What follows belongs to an exercise in optimizing a design on an open flow for small area, a short achievable clock period and few clock cycles per item; a production flow would make more cautious choices. In this exercise RTL edits were held to simulation tests only and were not proved equivalent to the original. Power is estimated from default activity; no workload was simulated.

== cedar ==
## symbol_alphabet_rom
module symbol_alphabet_rom (
    input  wire        clk,
    input  wire        rst,
    input  wire        cmd_valid,
    output wire        cmd_ready,
    input  wire [3:0]  cmd_op,
    input  wire [63:0] cmd_opa,
    input  wire [63:0] cmd_opb,
    input  wire        si_valid,
    input  wire        si_end,
    input  wire [7:0]  si_char,
    output wire        si_ready,
    input  wire        pi_valid,
    input  wire        pi_end,
    input  wire [63:0] pi_lon,
    input  wire [63:0] pi_lat,
    output wire        pi_ready,
    output wire        so_valid,
    output wire [7:0]  so_char,
    input  wire        so_ready,
    output wire        po_valid,
    output wire [63:0] po_x,
    output wire [63:0] po_y,
    input  wire        po_ready,
    output wire        busy,
    output wire        done,
    output wire [1:0]  err,
    output wire        resv,
    output wire [63:0] res,
    output wire [31:0] ax,
    output wire [31:0] ay,
    output wire        axis
);
export LEC_CHECK = 0
export ABC_AREA = 1
export CAP_MARGIN = 20
export CORE_MARGIN = 2
export CORE_UTILIZATION = 25
export GPL_ROUTABILITY_DRIVEN = 1
export PLACE_DENSITY = 0.5
export SETUP_SLACK_MARGIN = 0.4
export SLEW_MARGIN = 20
create_clock -name core_clock -period 24.0 [get_ports {clk}]
run.sh (not shown) runs the stock make flow with config.mk's settings and CLKGATE_MAP_FILE= SYNTH_SCRIPT=/design/flow/synth_recipe.tcl, a recipe that flattens the netlist after the stock synthesis.
Testbench counts of cedar, summed over its fixed seeds: cycles 12,516, items 1,954.
Modified inputs, pine compared to cedar
--- a/flow/design.v
+++ b/flow/design.v
@@ -476,24 +476,25 @@
   reg         vm, ym, nm, sm;   
   reg  [2:0]  ebm;
   reg  [6:0]  stm;
   reg  [8:2]  onm;
   reg  [4:0]  nzm;
   reg         dv, dy, dneg;
   reg  [1:0]  dc;
   reg  [35:0] dq;           
   reg  [6:0]  dr;
   reg  [31:0] fq;           
   reg         vfq;
   reg         wsel;         
+  reg         wsel_n;       
   reg  [29:0] osr;           
   reg  [29:0] nw;           
   reg  [2:0]  nwl;
   reg         nwv;
   reg  [2:0]  ocnt;
   reg  [7:0]  ochr;
   wire [7:0] rom_char;
   wire       rev_found;
   wire [5:0] rev_index;
   reg  [5:0] rom_idx;
   alphabet_rom u_rom (
       .sym_index (rom_idx),
@@ -519,47 +520,34 @@
   reg  [31:0] payload;
   always @(*) begin
     case (tier)
       TIER_SMALL:  payload = {{21{~osr[10]}}, ~osr[10], osr[9:0]};
       TIER_MEDIUM: payload = {{16{~osr[15]}}, ~osr[15], osr[14:0]};
       TIER_FULL:   payload = {4'd0, osr[27:0]};
       default:     payload = {2'd0, osr};
     endcase
   end
   wire enc_load = op_enc && !first && !nwv && vfq;           
   wire wr_load  = op_wr && first;
   wire nw_take  = nwv && ((ocnt == 3'd0) || ((ocnt == 3'd1) && so_ready));
-  reg  [31:0] amux;
-  reg  [31:0] bmux;
-  reg         inv;
-  always @(*) begin
-    amux = payload;
-    bmux = 32'd0;
-    inv  = 1'b0;
-    if (op_fix) begin
-      amux = fq;
-    end else if (op_wr) begin
-      amux = opr[31:0];
-    end else if (op_acc) begin
-      amux = opr[63:32];
-      if (op_bacc) bmux = opr[0] ? acc_y : acc_x;
-      inv  = op_sub;
-    end else if (op_dec) begin
-      if (tier != TIER_FULL) bmux = axis_bn ? acc_x : acc_y;
-    end
-  end
+  wire        bsel = op_dec && (tier != TIER_FULL);
+  wire        bx   = op_bacc && !opr[0] || bsel && axis_bn;
+  wire        by   = op_bacc && opr[0] || bsel && !axis_bn;
+  wire [31:0] amux = ({32{op_fix}} & fq) | ({32{op_acc}} & opr[63:32]) | ({32{op_read}} & payload);
+  wire [31:0] bmux = ({32{bx}} & acc_x) | ({32{by}} & acc_y);
+  wire        inv  = op_sub;
   wire [31:0] sum;
   fast_add #(.W(32), .L(5)) u_add (.a(amux), .b(bmux ^ {32{inv}}), .ci(inv), .s(sum));
   wire [31:0] ea = fq;
-  wire [31:0] eb = wsel ? acc_y : acc_x;
+  wire [31:0] eb = wsel_n ? acc_x : acc_y;
   wire [31:0] ed;
   fast_add #(.W(32), .L(5)) u_esub (.a(ea), .b(~eb), .ci(1'b1), .s(ed));
   wire [29:0] word_e, word_w;
   wire [2:0]  wlen_e, wlen_w;
   num_word u_we (.d(ed),  .a(ea),         .word(word_e), .len(wlen_e));
   num_word u_ww (.d(opr[31:0]), .a(opr[63:32]), .word(word_w), .len(wlen_w));
   wire [29:0] word = op_wr ? word_w : word_e;
   wire [2:0]  wlen = op_wr ? wlen_w : wlen_e;
   wire        oload  = nw_take;
   wire        oshift = (ocnt != 3'd0) && so_ready;
   always @(*) begin
     if (busy_r && op == OP_SYMOF) rom_idx = opr[5:0];
@@ -801,24 +789,25 @@
       endin  <= 1'b0;
       endq   <= 1'b0;
       scnt   <= 3'd0;
       innum  <= 1'b0;
       cmp    <= 1'b0;
       cx     <= 1'b0;
       cy     <= 1'b0;
       tdst   <= TD_NONE;
       po_v   <= 1'b0;
       fph    <= 2'd0;
       pcons  <= 1'b0;
       wsel   <= 1'b0;
+      wsel_n <= 1'b1;
       ocnt   <= 3'd0;
       nwv    <= 1'b0;
     end else begin
       first  <= accept;
       second <= first && !accept;
       if (accept) begin
         busy_r <= 1'b1;
         idle_r <= 1'b0;
         op     <= cmd_op;
         op_rd  <= (cmd_op == OP_RDNUM);
         op_dn  <= (cmd_op == OP_DECNUM);
         op_dec <= (cmd_op == OP_DECODE);
@@ -832,24 +821,25 @@
         done_r <= 1'b0;
         err_r  <= 1'b0;
         resv_r <= 1'b0;
         f0v    <= 1'b0;
         endin  <= 1'b0;
         endq   <= 1'b0;
         innum  <= 1'b0;
         scnt   <= (cmd_op == OP_RDNUM) ? cmd_opa[2:0] : 3'd0;
         cmp    <= 1'b0;
         fph    <= (pfs == 2'd1) ? 2'd1 : 2'd0;
         pcons  <= (pfs == 2'd2);
         wsel   <= 1'b0;
+        wsel_n <= 1'b1;
         if (cmd_op == OP_DECODE || cmd_op == OP_ENCODE)
           axis_r <= 1'b0;
         if (cmd_op == OP_DECODE || cmd_op == OP_ENCODE)
           axis_bn <= 1'b1;
       end else if (busy_r) begin
         if (first) begin
           if (op_dec || op_enc || op == OP_ACLR) begin
             acc_x <= 32'd0;
             acc_y <= 32'd0;
           end
           if (op_rd && scnt == 3'd0) cmp <= 1'b1;    
           case (op)
@@ -918,24 +908,25 @@
         if (op_enc && !pcons) begin
           case (fph)
             2'd0: if (canA && pi_valid) fph <= pi_end ? 2'd2 : 2'd1;
             2'd1: if (canA && pi_valid) fph <= 2'd0;
             2'd2: if (pi_valid) fph <= 2'd3;
             default: ;
           endcase
         end
         if (enc_load) begin
           if (wsel) acc_y <= fq;
           else      acc_x <= fq;
           wsel <= !wsel;
+          wsel_n <= wsel;
         end
         if (enc_load || wr_load) nwv <= 1'b1;
         else if (nw_take)        nwv <= 1'b0;
         if (oload)       ocnt <= nwl;
         else if (oshift) ocnt <= ocnt - 3'd1;
         if (op_fix && vfq) begin
           res_r  <= {32'd0, sum};
           resv_r <= 1'b1;
         end
         if (fin) begin
           busy_r <= 1'b0;
           idle_r <= 1'b1;
[summary]
pine ended with more proportion of power drawn by the clock network than cedar.
Side by side, total number of vias turned out lower in pine than in cedar.
Area after detailed placement | pine below cedar
In the tables for cedar and pine, first-iteration DRC count reads higher with cedar.
Number of clock buffers in the layout (pine vs. cedar) decreases by a few percent
Compared with cedar, pine improves final worst slack.
Testbench counts of pine, summed over its fixed seeds: cycles 12,516, items 1,954.

## separate check: timing with driven ports
In the flow no input, the clock included, has a driving cell. The finished layouts below were timed again as built, in two steps. Step 1 sets driving cells, clkbuf_16 on the clock port and buf_2 on the other inputs (assumed; they add their load-dependent delay and slew). Step 2 moves the port delays by t, midway between the first and last clock arrival at a register: inputs arrive t later, outputs are due t later. That takes back most of the time a late clock gives input paths. a / b / c = ideal ports / drivers / drivers and shift; a / b = the first two.
| run | t (ns) | setup slack, ns | worst setup path at the end | latest minus earliest clock arrival (ns) | worst register clock-pin slew, ns |
|---|---|---|---|---|---|
| cedar | 0.801 | 15.625 / 15.545 / 15.653 | input to register | 0.042 / 0.042 | 0.07 / 0.07 |
| pine | 0.792 | 15.982 / 15.893 / 16.159 | input to register | 0.041 / 0.041 | 0.07 / 0.07 |
After both steps setup and hold are still met in every run listed.
